Background: an optimization exercise with open tools, aiming at small area, a short achievable clock period and few clock cycles. Do not read the settings as production practice.
Only simulation tests tie the RTL to the original design; equivalence was not proved.
Power and IR drop assume default switching activity.

## design/flow/design.v

```verilog
module mcl_crcfc #(
    parameter integer BUF_SIZE  = 64,      
    parameter integer XBUF_SIZE = 56,      
    parameter integer MAXSIZE   = 64,      
    parameter [7:0]   DELIM     = 8'h7C    
) (
    input  wire        clk,
    input  wire        rst,         
    input  wire        bus_req,
    input  wire        bus_we,
    input  wire [13:0] bus_addr,
    input  wire [31:0] bus_wdata,
    output wire        bus_ack,
    output reg  [31:0] bus_rdata
);
    localparam integer PAYLOAD_CAP = MAXSIZE - 8;
    localparam integer HDR_LEN     = 6;
    localparam [3:0] C_OK = 4'd0, C_OVERSIZE = 4'd1, C_NOTFOUND = 4'd2, C_FORMAT = 4'd3,
                     C_RANGE = 4'd4, C_AUTH = 4'd5, C_ILLEGAL = 4'd6;
    localparam [7:0] OP_NOP = 8'h00, OP_SRESET = 8'h01,
                     OP_CRC_SEED = 8'h10, OP_CRC_INIT_N = 8'h11, OP_CRC_INIT_I = 8'h12,
                     OP_CRC_BYTE_N = 8'h13, OP_CRC_BYTE_I = 8'h14,
                     OP_CRC_RANGE_N = 8'h15, OP_CRC_RANGE_I = 8'h16,
                     OP_MSG_CSUM = 8'h18, OP_MSG_SETCSUM = 8'h19, OP_MSG_VERIFY = 8'h1A,
                     OP_CLEAR = 8'h20, OP_APP_U8 = 8'h21, OP_APP_U16 = 8'h22, OP_APP_I16 = 8'h23,
                     OP_APP_U32 = 8'h24, OP_APP_I32 = 8'h25, OP_APP_BOOL = 8'h26,
                     OP_APP_FLOAT = 8'h27, OP_APP_STR = 8'h28,
                     OP_LOCATE = 8'h30, OP_FIELD_COUNT = 8'h31, OP_RD_U8 = 8'h32,
                     OP_RD_U16 = 8'h33, OP_RD_I16 = 8'h34, OP_RD_U32 = 8'h35, OP_RD_I32 = 8'h36,
                     OP_RD_BYTES = 8'h37, OP_CUR_FIRST = 8'h38, OP_CUR_LAST = 8'h39,
                     OP_CUR_NEXT = 8'h3A, OP_CUR_PREV = 8'h3B;
    localparam [3:0] S_IDLE = 4'd0, S_ACK = 4'd1, S_CRC = 4'd2, S_MSGH = 4'd3, S_MSG = 4'd4,
                     S_SET1 = 4'd5, S_SET2 = 4'd6, S_VER1 = 4'd7, S_VER2 = 4'd8,
                     S_APP = 4'd9, S_SCAN = 4'd10, S_FOUND = 4'd11, S_RDV = 4'd12,
                     S_RDB = 4'd13, S_CUR = 4'd14;
    function [15:0] crc_n_byte(input [15:0] acc, input [7:0] b);
        integer k;
        reg [15:0] a;
        begin
            a = acc ^ {b, 8'h00};
            for (k = 0; k < 8; k = k + 1)
                a = a[15] ? ((a << 1) ^ 16'h1021) : (a << 1);
            crc_n_byte = a;
        end
    endfunction
    function [15:0] crc_i_byte(input [15:0] acc, input [7:0] b);
        integer k;
        reg [15:0] a;
        begin
            a = acc ^ {8'h00, b};
            for (k = 0; k < 8; k = k + 1)
                a = a[0] ? ((a >> 1) ^ 16'h8408) : (a >> 1);
            crc_i_byte = a;
        end
    endfunction
    function [32:0] float_to_int(input [31:0] x);
        reg        sgn;
        reg [7:0]  e;
        reg [54:0] mag;
        reg [31:0] v;
        begin
            sgn = x[31];
            e   = x[30:23];
            mag = {31'd0, 1'b1, x[22:0]};
            if (e == 8'hFF) begin
                float_to_int = {1'b1, 32'd0};
            end else if (e < 8'd127) begin
                float_to_int = {1'b0, 32'd0};
            end else if (e > 8'd158) begin
                float_to_int = {1'b1, 32'd0};
            end else if (e == 8'd158) begin
                if (sgn && x[22:0] == 23'd0) float_to_int = {1'b0, 32'h80000000};
                else                         float_to_int = {1'b1, 32'd0};
            end else begin
                if (e >= 8'd150) mag = mag << (e - 8'd150);
                else             mag = mag >> (8'd150 - e);
                v = mag[31:0];
                float_to_int = {1'b0, sgn ? (32'd0 - v) : v};
            end
        end
    endfunction
    reg [31:0] cmd_r, opa, opb, res;
    reg [3:0]  code;
    reg [15:0] crc;
    reg [7:0]  lstart, llen;
    reg [7:0]  cidx;
    reg [8:0]  fcount;
    reg        cvalid;
    reg [3:0]  state;
    reg [7:0]  op;         
    reg [7:0]  kidx;       
    reg [8:0]  ptr;        
    reg [8:0]  cnt;        
    reg [8:0]  pos;        
    reg [8:0]  seg;        
    reg [8:0]  sstart;     
    reg [8:0]  slen;       
    reg [31:0] acc;        
    reg [15:0] csum;       
    reg        inv;        
    reg        sep;        
    reg        is_str;     
    reg [7:0]  newsize;    
    reg [8:0]  xptr;       
    reg        match_hi;   
    reg [31:0] rdata_r;
    assign bus_ack = (state == S_ACK);
    always @(*) bus_rdata = rdata_r;
    wire [8*BUF_SIZE-1:0]  buf_flat;
    wire [8*XBUF_SIZE-1:0] xbuf_flat;
    reg        buf_we;
    reg [8:0]  buf_waddr;
    reg [7:0]  buf_wdata;
    reg        buf_clr;
    reg        xbuf_we;
    reg [8:0]  xbuf_waddr;
    reg [7:0]  xbuf_wdata;
    genvar gi;
    generate
        for (gi = 0; gi < BUF_SIZE; gi = gi + 1) begin : g_buf
            reg [7:0] q;
            always @(posedge clk) begin
                if (rst || buf_clr)
                    q <= 8'h00;
                else if (buf_we && buf_waddr == gi)
                    q <= buf_wdata;
            end
            assign buf_flat[8*gi +: 8] = q;
        end
        for (gi = 0; gi < XBUF_SIZE; gi = gi + 1) begin : g_xbuf
            reg [7:0] q;
            always @(posedge clk) begin
                if (xbuf_we && xbuf_waddr == gi)
                    q <= xbuf_wdata;
            end
            assign xbuf_flat[8*gi +: 8] = q;
        end
    endgenerate
    wire [7:0] dsize = buf_flat[8*5 +: 8];
    wire [8:0] buf_raddr  = (state == S_IDLE) ? {1'b0, bus_addr[7:0]} : ptr;
    wire [8:0] xbuf_raddr = (state == S_IDLE) ? {1'b0, bus_addr[7:0]} : xptr;
    wire [7:0] buf_rbyte  = (buf_raddr  < BUF_SIZE)  ? buf_flat[8*buf_raddr +: 8]   : 8'h00;
    wire [7:0] xbuf_rbyte = (xbuf_raddr < XBUF_SIZE) ? xbuf_flat[8*xbuf_raddr +: 8] : 8'h00;
    wire        acc_reg  = (bus_addr[13:12] == 2'd0) && (bus_addr[11:6] == 6'd0) && (bus_addr[1:0] == 2'd0);
    wire        acc_buf  = (bus_addr[13:12] == 2'd1) && (bus_addr[11:0] < BUF_SIZE);
    wire        acc_xbuf = (bus_addr[13:12] == 2'd2) && (bus_addr[11:0] < XBUF_SIZE);
    wire [3:0]  reg_sel  = bus_addr[5:2];
    reg [31:0] reg_rdata;
    always @(*) begin
        case (reg_sel)
            4'd0:    reg_rdata = cmd_r;
            4'd1:    reg_rdata = opa;
            4'd2:    reg_rdata = opb;
            4'd3:    reg_rdata = res;
            4'd4:    reg_rdata = {28'd0, code};
            4'd5:    reg_rdata = {16'd0, crc};
            4'd6:    reg_rdata = {16'd0, llen, lstart};
            4'd7:    reg_rdata = {cvalid, 6'd0, fcount, 8'd0, cidx};
            4'd8:    reg_rdata = {24'd0, DELIM};
            4'd9:    reg_rdata = {BUF_SIZE[15:0], MAXSIZE[15:0]};
            4'd10:   reg_rdata = {16'd0, XBUF_SIZE[15:0]};
            default: reg_rdata = 32'd0;
        endcase
    end
    wire [31:0] cw     = bus_wdata;
    wire [7:0]  cw_op  = cw[7:0];
    wire        cw_z   = (cw[31:8] == 24'd0);
    wire        cw_i   = (cw[31:17] == 15'd0);
    wire [7:0]  cw_idx = cw[16] ? cidx : cw[15:8];
    reg op_z, op_i;
    always @(*) begin
        op_z = 1'b0;
        op_i = 1'b0;
        case (cw_op)
            OP_NOP, OP_SRESET, OP_CRC_SEED, OP_CRC_INIT_N, OP_CRC_INIT_I, OP_CRC_BYTE_N,
            OP_CRC_BYTE_I, OP_CRC_RANGE_N, OP_CRC_RANGE_I, OP_MSG_CSUM, OP_MSG_SETCSUM,
            OP_MSG_VERIFY, OP_CLEAR, OP_APP_U8, OP_APP_U16, OP_APP_I16, OP_APP_U32,
            OP_APP_I32, OP_APP_BOOL, OP_APP_FLOAT, OP_APP_STR, OP_FIELD_COUNT,
            OP_CUR_FIRST, OP_CUR_LAST, OP_CUR_NEXT, OP_CUR_PREV:
                op_z = 1'b1;
            OP_LOCATE, OP_RD_U8, OP_RD_U16, OP_RD_I16, OP_RD_U32, OP_RD_I32, OP_RD_BYTES:
                op_i = 1'b1;
            default: ;
        endcase
    end
    wire cw_legal = (op_z && cw_z) || (op_i && cw_i);
    reg [31:0] app_val;
    reg [2:0]  app_len;
    reg        app_range;
    wire [32:0] fconv = float_to_int(opa);
    always @(*) begin
        app_val   = 32'd0;
        app_len   = 3'd1;
        app_range = 1'b0;
        case (cw_op)
            OP_APP_U8: begin
                app_val = {opa[7:0], 24'd0};
                app_len = 3'd1;
            end
            OP_APP_U16: begin
                if (opa[15:8] == 8'd0) begin app_val = {opa[7:0], 24'd0};   app_len = 3'd1; end
                else                   begin app_val = {opa[15:0], 16'd0};  app_len = 3'd2; end
            end
            OP_APP_I16: begin
                if (opa[15:8] == 8'd0) begin app_val = {opa[7:0], 24'd0};   app_len = 3'd1; end
                else                   begin app_val = {opa[15:0], 16'd0};  app_len = 3'd2; end
            end
            OP_APP_U32: begin
                if (opa[31:8] == 24'd0)       begin app_val = {opa[7:0], 24'd0};  app_len = 3'd1; end
                else if (opa[31:16] == 16'd0) begin app_val = {opa[15:0], 16'd0}; app_len = 3'd2; end
                else                          begin app_val = opa;                app_len = 3'd4; end
            end
            OP_APP_I32: begin
                if (opa[31:8] == 24'd0)            begin app_val = {opa[7:0], 24'd0};  app_len = 3'd1; end
                else if (opa[31:16] == 16'd0)      begin app_val = {opa[15:0], 16'd0}; app_len = 3'd2; end
                else if (opa[31:15] == 17'h1FFFF)  begin app_val = {opa[15:0], 16'd0}; app_len = 3'd2; end
                else                               begin app_val = opa;                app_len = 3'd4; end
            end
            OP_APP_BOOL: begin
                app_val = {7'd0, (opa != 32'd0), 24'd0};
                app_len = 3'd1;
            end
            OP_APP_FLOAT: begin
                app_val   = fconv[31:0];
                app_len   = 3'd4;
                app_range = fconv[32];
            end
            default: ;
        endcase
    end
    wire        app_sep   = (dsize != 8'd0);
    wire [16:0] str_len   = {1'b0, opb[15:0]};
    wire [16:0] fld_len   = (cw_op == OP_APP_STR) ? str_len : {14'd0, app_len};
    wire [17:0] app_new   = {10'd0, dsize} + {17'd0, app_sep} + {1'b0, fld_len};
    wire [16:0] rng_end   = {1'b0, opa[15:0]} + {1'b0, opb[15:0]};
    wire [16:0] msg_hdr   = {1'b0, opa[15:0]} + 17'd6;
    wire        pay_bad   = ({1'b0, dsize} + 9'd6) > BUF_SIZE;
    reg [7:0] cur_new;
    always @(*) begin
        case (op)
            OP_CUR_FIRST: cur_new = 8'd0;
            OP_CUR_LAST:  cur_new = fcount[7:0] - 8'd1;
            OP_CUR_NEXT:  cur_new = ({1'b0, cidx} + 9'd1 > fcount - 9'd1) ? (fcount[7:0] - 8'd1) : (cidx + 8'd1);
            default:      cur_new = (cidx == 8'd0) ? 8'd0 :
                                    ({1'b0, cidx} - 9'd1 > fcount - 9'd1) ? (fcount[7:0] - 8'd1) : (cidx - 8'd1);
        endcase
    end
    reg [2:0] rd_w;
    always @(*) begin
        case (op)
            OP_RD_U8:            rd_w = 3'd1;
            OP_RD_U16, OP_RD_I16: rd_w = 3'd2;
            default:             rd_w = 3'd4;
        endcase
    end
    wire [15:0] crc_step  = inv ? crc_i_byte(crc, buf_rbyte) : crc_n_byte(crc, buf_rbyte);
    wire [15:0] csum_step = crc_i_byte(csum, buf_rbyte);
    wire [31:0] rd_value  = {acc[23:0], buf_rbyte};
    wire        scan_is_delim = (buf_rbyte == DELIM);
    wire        scan_count_only = (op == OP_FIELD_COUNT) || (op == OP_CUR_FIRST) || (op == OP_CUR_LAST) ||
                                  (op == OP_CUR_NEXT) || (op == OP_CUR_PREV);
    always @(*) begin
        buf_we     = 1'b0;
        buf_waddr  = 9'd0;
        buf_wdata  = 8'd0;
        buf_clr    = 1'b0;
        xbuf_we    = 1'b0;
        xbuf_waddr = 9'd0;
        xbuf_wdata = 8'd0;
        case (state)
            S_IDLE: begin
                if (bus_req && bus_we && acc_buf) begin
                    buf_we    = 1'b1;
                    buf_waddr = {1'b0, bus_addr[7:0]};
                    buf_wdata = bus_wdata[7:0];
                end
                if (bus_req && bus_we && acc_xbuf) begin
                    xbuf_we    = 1'b1;
                    xbuf_waddr = {1'b0, bus_addr[7:0]};
                    xbuf_wdata = bus_wdata[7:0];
                end
                if (bus_req && bus_we && acc_reg && reg_sel == 4'd0 && cw_legal &&
                    (cw_op == OP_CLEAR || cw_op == OP_SRESET))
                    buf_clr = 1'b1;
            end
            S_SET1: begin
                buf_we    = 1'b1;
                buf_waddr = ptr;
                buf_wdata = csum[15:8];
            end
            S_SET2: begin
                buf_we    = 1'b1;
                buf_waddr = ptr;
                buf_wdata = csum[7:0];
            end
            S_APP: begin
                buf_we = 1'b1;
                if (sep) begin
                    buf_waddr = ptr;
                    buf_wdata = DELIM;
                end else if (cnt != 9'd0) begin
                    buf_waddr = ptr;
                    buf_wdata = is_str ? xbuf_rbyte : acc[31:24];
                end else begin
                    buf_waddr = 9'd5;
                    buf_wdata = newsize;
                end
            end
            S_RDB: begin
                xbuf_we    = 1'b1;
                xbuf_waddr = xptr;
                xbuf_wdata = buf_rbyte;
            end
            default: ;
        endcase
    end
    always @(posedge clk) begin
        if (rst) begin
            state   <= S_IDLE;
            cmd_r   <= 32'd0;
            opa     <= 32'd0;
            opb     <= 32'd0;
            res     <= 32'd0;
            code    <= C_OK;
            crc     <= 16'd0;
            lstart  <= 8'd0;
            llen    <= 8'd0;
            cidx    <= 8'd0;
            fcount  <= 9'd0;
            cvalid  <= 1'b0;
            rdata_r <= 32'd0;
        end else begin
            case (state)
                S_IDLE: if (bus_req) begin
                    state <= S_ACK;
                    if (!bus_we) begin
                        if (acc_reg)       rdata_r <= reg_rdata;
                        else if (acc_buf)  rdata_r <= {24'd0, buf_rbyte};
                        else if (acc_xbuf) rdata_r <= {24'd0, xbuf_rbyte};
                        else               rdata_r <= 32'd0;
                    end else if (acc_reg && reg_sel == 4'd1) begin
                        opa <= bus_wdata;
                    end else if (acc_reg && reg_sel == 4'd2) begin
                        opb <= bus_wdata;
                    end else if (acc_reg && reg_sel == 4'd0) begin
                        cmd_r <= cw;
                        op    <= cw_op;
                        kidx  <= cw_idx;
                        code  <= C_OK;
                        if (!cw_legal) begin
                            code <= C_ILLEGAL;
                        end else begin
                            case (cw_op)
                                OP_NOP: ;
                                OP_SRESET: begin
                                    cmd_r  <= 32'd1;
                                    opa    <= 32'd0;
                                    opb    <= 32'd0;
                                    res    <= 32'd0;
                                    crc    <= 16'd0;
                                    lstart <= 8'd0;
                                    llen   <= 8'd0;
                                    cidx   <= 8'd0;
                                    fcount <= 9'd0;
                                    cvalid <= 1'b0;
                                end
                                OP_CRC_SEED:   crc <= opa[15:0];
                                OP_CRC_INIT_N: crc <= 16'h0000;
                                OP_CRC_INIT_I: crc <= 16'hFFFF;
                                OP_CRC_BYTE_N: crc <= crc_n_byte(crc, opa[7:0]);
                                OP_CRC_BYTE_I: crc <= crc_i_byte(crc, opa[7:0]);
                                OP_CRC_RANGE_N, OP_CRC_RANGE_I: begin
                                    if (rng_end > BUF_SIZE) begin
                                        code <= C_RANGE;
                                    end else if (opb[15:0] != 16'd0) begin
                                        inv   <= (cw_op == OP_CRC_RANGE_I);
                                        ptr   <= opa[8:0];
                                        cnt   <= opb[8:0];
                                        state <= S_CRC;
                                    end
                                end
                                OP_MSG_CSUM, OP_MSG_SETCSUM, OP_MSG_VERIFY: begin
                                    if (msg_hdr > BUF_SIZE) begin
                                        code <= C_RANGE;
                                    end else begin
                                        ptr   <= opa[8:0] + 9'd5;
                                        state <= S_MSGH;
                                    end
                                end
                                OP_CLEAR: begin
                                    lstart <= 8'd0;
                                    llen   <= 8'd0;
                                    cidx   <= 8'd0;
                                    fcount <= 9'd0;
                                    cvalid <= 1'b0;
                                end
                                OP_APP_U8, OP_APP_U16, OP_APP_I16, OP_APP_U32, OP_APP_I32,
                                OP_APP_BOOL, OP_APP_FLOAT, OP_APP_STR: begin
                                    if (app_range || (cw_op == OP_APP_STR && str_len > XBUF_SIZE)) begin
                                        code <= C_RANGE;
                                    end else if (app_new > PAYLOAD_CAP) begin
                                        code <= C_OVERSIZE;
                                    end else begin
                                        sep     <= app_sep;
                                        is_str  <= (cw_op == OP_APP_STR);
                                        acc     <= app_val;
                                        cnt     <= fld_len[8:0];
                                        ptr     <= {1'b0, dsize} + 9'd6;
                                        xptr    <= 9'd0;
                                        newsize <= app_new[7:0];
                                        state   <= S_APP;
                                    end
                                end
                                OP_CUR_FIRST, OP_CUR_LAST, OP_CUR_NEXT, OP_CUR_PREV: begin
                                    if (cvalid) begin
                                        state <= S_CUR;
                                    end else if (pay_bad) begin
                                        code <= C_RANGE;
                                    end else begin
                                        ptr    <= 9'd6;
                                        pos    <= 9'd0;
                                        seg    <= 9'd0;
                                        sstart <= 9'd0;
                                        state  <= S_SCAN;
                                    end
                                end
                                default: begin
                                    if (pay_bad) begin
                                        code <= C_RANGE;
                                    end else begin
                                        ptr    <= 9'd6;
                                        pos    <= 9'd0;
                                        seg    <= 9'd0;
                                        sstart <= 9'd0;
                                        state  <= S_SCAN;
                                    end
                                end
                            endcase
                        end
                    end
                end
                S_ACK: state <= S_IDLE;
                S_CRC: begin
                    crc <= crc_step;
                    ptr <= ptr + 9'd1;
                    cnt <= cnt - 9'd1;
                    if (cnt == 9'd1) state <= S_ACK;
                end
                S_MSGH: begin
                    if (({1'b0, opa[15:0]} + 17'd6 + {9'd0, buf_rbyte} +
                         ((op == OP_MSG_CSUM) ? 17'd0 : 17'd2)) > BUF_SIZE) begin
                        code  <= C_RANGE;
                        state <= S_ACK;
                    end else begin
                        ptr   <= opa[8:0];
                        cnt   <= {1'b0, buf_rbyte} + 9'd6;
                        csum  <= 16'hFFFF;
                        state <= S_MSG;
                    end
                end
                S_MSG: begin
                    csum <= csum_step;
                    ptr  <= ptr + 9'd1;
                    cnt  <= cnt - 9'd1;
                    if (cnt == 9'd1) begin
                        case (op)
                            OP_MSG_CSUM: begin
                                crc   <= csum_step;
                                res   <= {16'd0, csum_step};
                                state <= S_ACK;
                            end
                            OP_MSG_SETCSUM: state <= S_SET1;
                            default:        state <= S_VER1;
                        endcase
                    end
                end
                S_SET1: begin
                    ptr   <= ptr + 9'd1;
                    state <= S_SET2;
                end
                S_SET2: begin
                    crc   <= csum;
                    res   <= {16'd0, csum};
                    state <= S_ACK;
                end
                S_VER1: begin
                    match_hi <= (buf_rbyte == csum[15:8]);
                    ptr      <= ptr + 9'd1;
                    state    <= S_VER2;
                end
                S_VER2: begin
                    crc <= csum;
                    if (match_hi && buf_rbyte == csum[7:0]) begin
                        res <= 32'd1;
                    end else begin
                        res  <= 32'd0;
                        code <= C_AUTH;
                    end
                    state <= S_ACK;
                end
                S_APP: begin
                    if (sep) begin
                        sep <= 1'b0;
                        ptr <= ptr + 9'd1;
                    end else if (cnt != 9'd0) begin
                        acc  <= {acc[23:0], 8'd0};
                        xptr <= xptr + 9'd1;
                        ptr  <= ptr + 9'd1;
                        cnt  <= cnt - 9'd1;
                    end else begin
                        state <= S_ACK;
                    end
                end
                S_SCAN: begin
                    if (pos == {1'b0, dsize}) begin
                        if (scan_count_only) begin
                            if (op == OP_FIELD_COUNT) begin
                                res   <= (dsize == 8'd0) ? 32'd0 : {23'd0, seg} + 32'd1;
                                state <= S_ACK;
                            end else begin
                                fcount <= (dsize == 8'd0) ? 9'd0 : seg + 9'd1;
                                cvalid <= 1'b1;
                                state  <= S_CUR;
                            end
                        end else if (dsize != 8'd0 && seg == {1'b0, kidx}) begin
                            slen  <= pos - sstart;
                            state <= S_FOUND;
                        end else begin
                            code  <= C_NOTFOUND;
                            state <= S_ACK;
                        end
                    end else begin
                        if (scan_is_delim && !scan_count_only && seg == {1'b0, kidx}) begin
                            slen  <= pos - sstart;
                            state <= S_FOUND;
                        end else begin
                            if (scan_is_delim) begin
                                seg    <= seg + 9'd1;
                                sstart <= pos + 9'd1;
                            end
                            pos <= pos + 9'd1;
                            ptr <= ptr + 9'd1;
                        end
                    end
                end
                S_FOUND: begin
                    case (op)
                        OP_LOCATE: begin
                            lstart <= sstart[7:0];
                            llen   <= slen[7:0];
                            state  <= S_ACK;
                        end
                        OP_RD_BYTES: begin
                            if (slen > XBUF_SIZE) begin
                                code  <= C_RANGE;
                                state <= S_ACK;
                            end else if (slen == 9'd0) begin
                                res   <= 32'd0;
                                state <= S_ACK;
                            end else begin
                                ptr   <= sstart + 9'd6;
                                xptr  <= 9'd0;
                                cnt   <= slen;
                                state <= S_RDB;
                            end
                        end
                        default: begin
                            if (slen == 9'd0 || slen > {6'd0, rd_w}) begin
                                code  <= C_FORMAT;
                                state <= S_ACK;
                            end else begin
                                ptr   <= sstart + 9'd6;
                                cnt   <= slen;
                                acc   <= 32'd0;
                                state <= S_RDV;
                            end
                        end
                    endcase
                end
                S_RDV: begin
                    acc <= rd_value;
                    ptr <= ptr + 9'd1;
                    cnt <= cnt - 9'd1;
                    if (cnt == 9'd1) begin
                        res   <= (op == OP_RD_I16) ? {{16{rd_value[15]}}, rd_value[15:0]} : rd_value;
                        state <= S_ACK;
                    end
                end
                S_RDB: begin
                    ptr  <= ptr + 9'd1;
                    xptr <= xptr + 9'd1;
                    cnt  <= cnt - 9'd1;
                    if (cnt == 9'd1) begin
                        res   <= {23'd0, slen};
                        state <= S_ACK;
                    end
                end
                S_CUR: begin
                    if (fcount == 9'd0) begin
                        cidx <= 8'd0;
                        code <= C_NOTFOUND;
                    end else begin
                        cidx <= cur_new;
                        res  <= {24'd0, cur_new};
                    end
                    state <= S_ACK;
                end
                default: state <= S_IDLE;
            endcase
        end
    end
endmodule
```

## design/flow/run.sh

```bash
#!/bin/bash
# synth_recipe.tcl (not shown) runs the flow's synth.tcl, then flattens the netlist and writes it again
# the make line also repeats each setting of config.mk as NAME=value (left out here)
make -C /OpenROAD-flow-scripts/flow DESIGN_CONFIG=/design/flow/config.mk WORK_HOME=/design/flow/orfs CLKGATE_MAP_FILE= SYNTH_SCRIPT=/design/flow/synth_recipe.tcl finish
```

## design/flow/config.mk

```make
export PLATFORM = sky130hd
export DESIGN_NAME = mcl_crcfc
export DESIGN_NICKNAME = mcl_crcfc
export VERILOG_FILES = /design/flow/design.v
export SDC_FILE = /design/flow/constraint.sdc
export NUM_CORES = 4
export LEC_CHECK = 0
export CAP_MARGIN = 20
export CORE_MARGIN = 2
export CORE_UTILIZATION = 30
export PLACE_DENSITY = 0.5
export SLEW_MARGIN = 20
```

## design/flow/constraint.sdc

```tcl
create_clock -name core_clock -period 12.0 [get_ports {clk}]
set_input_delay 2.4000 -clock core_clock [delete_from_list [all_inputs] [get_ports {clk}]]
set_output_delay 2.4000 -clock core_clock [all_outputs]
set_load 0.01 [all_outputs]
```

==> impl_metrics.csv <==
group,metric,value,unit
power_and_ir_drop,p_int,9.34,mW
power_and_ir_drop,p_sw,6.94,mW
die,die_x,485,um
grt,grt_pass1_wl,445,mm
synthesis,synth.yosys.seq_area_share,46.4,%
synthesis,syn_area_per_cell,9.03,sq um
sta,final.min_clock_period,9720,ps
sta,fin_tns_setup,0,ps
synthesis,synthCells,7685,
clocking,clk_pin_slew,60,ps
synthesis,ys_ff_latch,1316,
clocking,cts_buffers,150,
grt,grt.total_usage,25.7,%
clocking,cts_tree,"done",
sta,maxSlewViolCount,0,
cells_and_area,final_cell_mix,"1031 x nand2_1, 808 x a21oi_1, 727 x o21ai_0",
clocking,clockBufferDepth,3,
synthesis,async_flop_share,0,%
clocking,cts_resized,0,
cells_and_area,num-fill-cells,23500,
synthesis,synth_ff_type,"dfxtp_1",
synthesis,yosysUniqueCellTypes,106,
grt,grt_pass1_vias,59000,
cells_and_area,syn2layout_area_growth,13.4,%
sta,max_freq,103,MHz
sta,finClkSkew,60.7,ps
clocking,cts.sink_count,1316,
routing,drcViolationCount,0,
routing,wirelength,313,mm
sta,max_slew_margin,21.5,%
sta,tightest_slew,1180,ps
cells_and_area,largest_reg_flops,512,
clocking,root_buffer,"clkbuf_16",
cells_and_area,final_layout_size_suffix_gt1_share,9.22,%
synthesis,synth-edff-count,587,
synthesis,yosys_warnings,1,
placement,place_congestion,0.995,
worst_setup_path,cp-end-kind,"flip-flop",
routing,first_iter_violations,7712,
power_and_ir_drop,vdd_drop_max,219,uV
sta,hold_viol_final,0,
placement,port_buffers,82,
power_and_ir_drop,swShare,42.6,%
cells_and_area,seq_area,0.0322,sq mm
cells_and_area,nets,7652,
synthesis,syn_nets,7830,
worst_setup_path,crit_fanout,16,
clocking,cts_hold_buf,0,
routing,wl_per_cell,29.4,um
sta,fin_crit_sh,81.0,%
power_and_ir_drop,p_comb_share,40.2,%
placement,place_inst,10400,
die,start_util,30.2,%
die,dieArea,0.235,sq mm
power_and_ir_drop,leakagePower,27.6,nW
worst_setup_path,cp.required,12420,ps
power_and_ir_drop,clkPwrFrac,28.9,%
grt,grt_overflow_total,0,
synthesis,syn-cell-area,0.0694,sq mm
clocking,htreeDepth,4,
grt,antenna_found_initial,10,
clocking,cts_setup_buffers,0,
hold_path,hold_class,"flip-flop to flip-flop",
die,pin_count,83,
sta,setup_viol,0,
cells_and_area,top_register,"g_buf.q",
routing,vias,63100,
worst_setup_path,crit_path_start_kind,"primary input",
worst_setup_path,arrival,10140,ps
power_and_ir_drop,seq_power_share,30.9,%
routing,drt-pass1-iter-count,9,
cells_and_area,final_cells,10700,
die,std_cell_rows,176,
routing,post_drt_via_cell_ratio,5.92,
die,chipHeight,485,um
flow_run,maxCapViolCount,0,
grt,grt_max_degree,301,
die,coreArea,0.230,sq mm
cells_and_area,layout_commonest_cell,"nand2_1",
routing,ant_nets,0,
clocking,insertion_delay,840,ps
cells_and_area,top_regs,"g_buf.q (512), g_xbuf.q (448)",
power_and_ir_drop,power_density,207,mW/mm^2
sta,rsz0062_at_grt,"false",
worst_setup_path,path_class,"primary input to flip-flop",
cells_and_area,multi_input_area,0.0346,sq mm
placement,dp_hpwl,216,mm
outcome,status,"no timing/DRC/antenna violations",
==> final timing paths <==
kind | from | endpoint | slack (ps) | depth (start not counted)
max | bus_wdata[6] | xptr[0]$_SDFFCE_PN0P_ | 2280 | 22
min | res[25]$_SDFFE_PP0P_ | res[25]$_SDFFE_PP0P_ | 450 | 2
max reg2reg | state[3]$_SDFFE_PP0P_ | ptr[1]$_DFFE_PP_ | 3370 | 24
min reg2reg | res[25]$_SDFFE_PP0P_ | res[25]$_SDFFE_PP0P_ | 450 | 2
==> kinds of logic after synthesis <==
logic type	synth area share [%]
AOI/OAI and AO/OA	23.4
xor gates and xnor gates	3.84
adders and majority gates	1.77
buffers and inverters	4.46
DFF	46.4
muxes	4.93
and+or+nand+nor	15.2
==> per-layer routing <==
layer / routed length, um / track usage [%] / share of wire, %
met1: 139000 / 36.2 / 44
met5: 22 / 0 / 0.0070
met4: 12600 / 9.90 / 4.0
met2: 137000 / 38.9 / 44
met3: 24600 / 4.46 / 7.9
==> cell type report <==
cell class / count / area share, %
Clock inverter: 58 / 0.919
Timing Repair Buffer: 323 / 3.49
Sequential cell: 1316 / 40.9
Antenna cell: 3 / 0.00954
Multi-Input combinational cell: 5612 / 43.9
Clock buffer: 214 / 5.43
Inverter: 104 / 0.496
Tap cell: 3026 / 4.81
==> Yosys cell counts (43+ instances only) <==
library cell / n / area, sq um
nor2b_1: 90 / 563
ha_1: 90 / 1130
nand4_1: 67 / 419
inv_1: 98 / 368
a22oi_1: 162 / 1220
nand3_1: 292 / 1460
edfxtp_1: 587 / 17600
xor2_1: 122 / 1070
a31oi_1: 82 / 513
a311oi_1: 99 / 867
dfxtp_1: 729 / 14600
buf_1: 50 / 188
mux2i_1: 171 / 1710
o211ai_1: 66 / 495
a211oi_1: 155 / 1160
mux4_2: 52 / 1170
nand2_1: 1031 / 3870
a221oi_1: 50 / 438
a21oi_1: 812 / 4060
xnor2_1: 160 / 1400
nor2_1: 528 / 1980
buf_2: 121 / 606
clkbuf_1: 458 / 1720
nor3_1: 125 / 626
mux2_2: 43 / 484
o21ai_0: 734 / 3670
==> per-stage QoR <==
| stage | hold WS [ps] | instance area, sq um | util, % | power (mW) | setup WS (ps) |
|---|---|---|---|---|---|
| 2_1_floorplan | 425 | 69400 | - | 9.09 | 2950 |
| 3_3_place_gp | 436 | 73600 | 32.0 | 11.5 | 1480 |
| 3_5_place_dp | 445 | 73600 | 32.0 | 11.5 | 1360 |
| 4_1_cts | 453 | 78600 | 34.2 | 16.2 | 2270 |
| 5_1_grt | 474 | 78700 | 34.2 | 16.9 | 2240 |
| 6_report | 452 | 78700 | 34.2 | 16.3 | 2280 |
==> power by group through the flow <==
stage                     sequential, mW  combinational, mW  clock (mW)
after floorplan                     4.99               4.11           0
after global placement              5.12               6.41           0
after detailed placement            5.12               6.41           0
after CTS                           5.02               6.43        4.78
after global routing                5.03               6.89        4.96
final                               5.03               6.54        4.71
==> worst max-delay path, cell delays in order <==
cell	delay, ps
clkdlybuf4s50_1	860
nor2_1	610
and2_1	300
nor2b_1	480
nand2_1	150
nor2_1	270
and3_1	700
inv_1	160
nand2_1	310
a21o_1	150
ha_1	260
a21o_1	180
a21oi_1	220
o21ai_0	130
a21oi_1	260
o21ai_0	280
nand3_1	170
mux2_2	340
a211o_1	260
a21oi_1	350
nand2_1	340
a211oi_4	920
Testbench counts, summed over its fixed seeds: cycles 96,620.

[static timing again, ports no longer ideal]
How much do the figures lean on ideal ports? The routed layout below was timed once more, with nothing changed but the port constraints. Step 1 sets driving cells, clkbuf_16 on the clock port and buf_2 on the other inputs (assumed; they add their load-dependent delay and slew). Step 2 also shifts input and output timing later by t, the mid clock arrival at the registers, as if the neighbouring blocks saw the same clock. Slacks: no drivers / after step 1 / after step 2; pairs: no drivers / after step 1.
t, ns: 0.897
slack for setup (ns): 2.279 / 2.343 / 1.445
slew at the worst register clock pin (ns): 0.07 / 0.07
After both steps setup and hold are still met in this run. For this run, drivers alone change the setup slack by +0.064 ns; drivers and shift together by -0.834 ns.
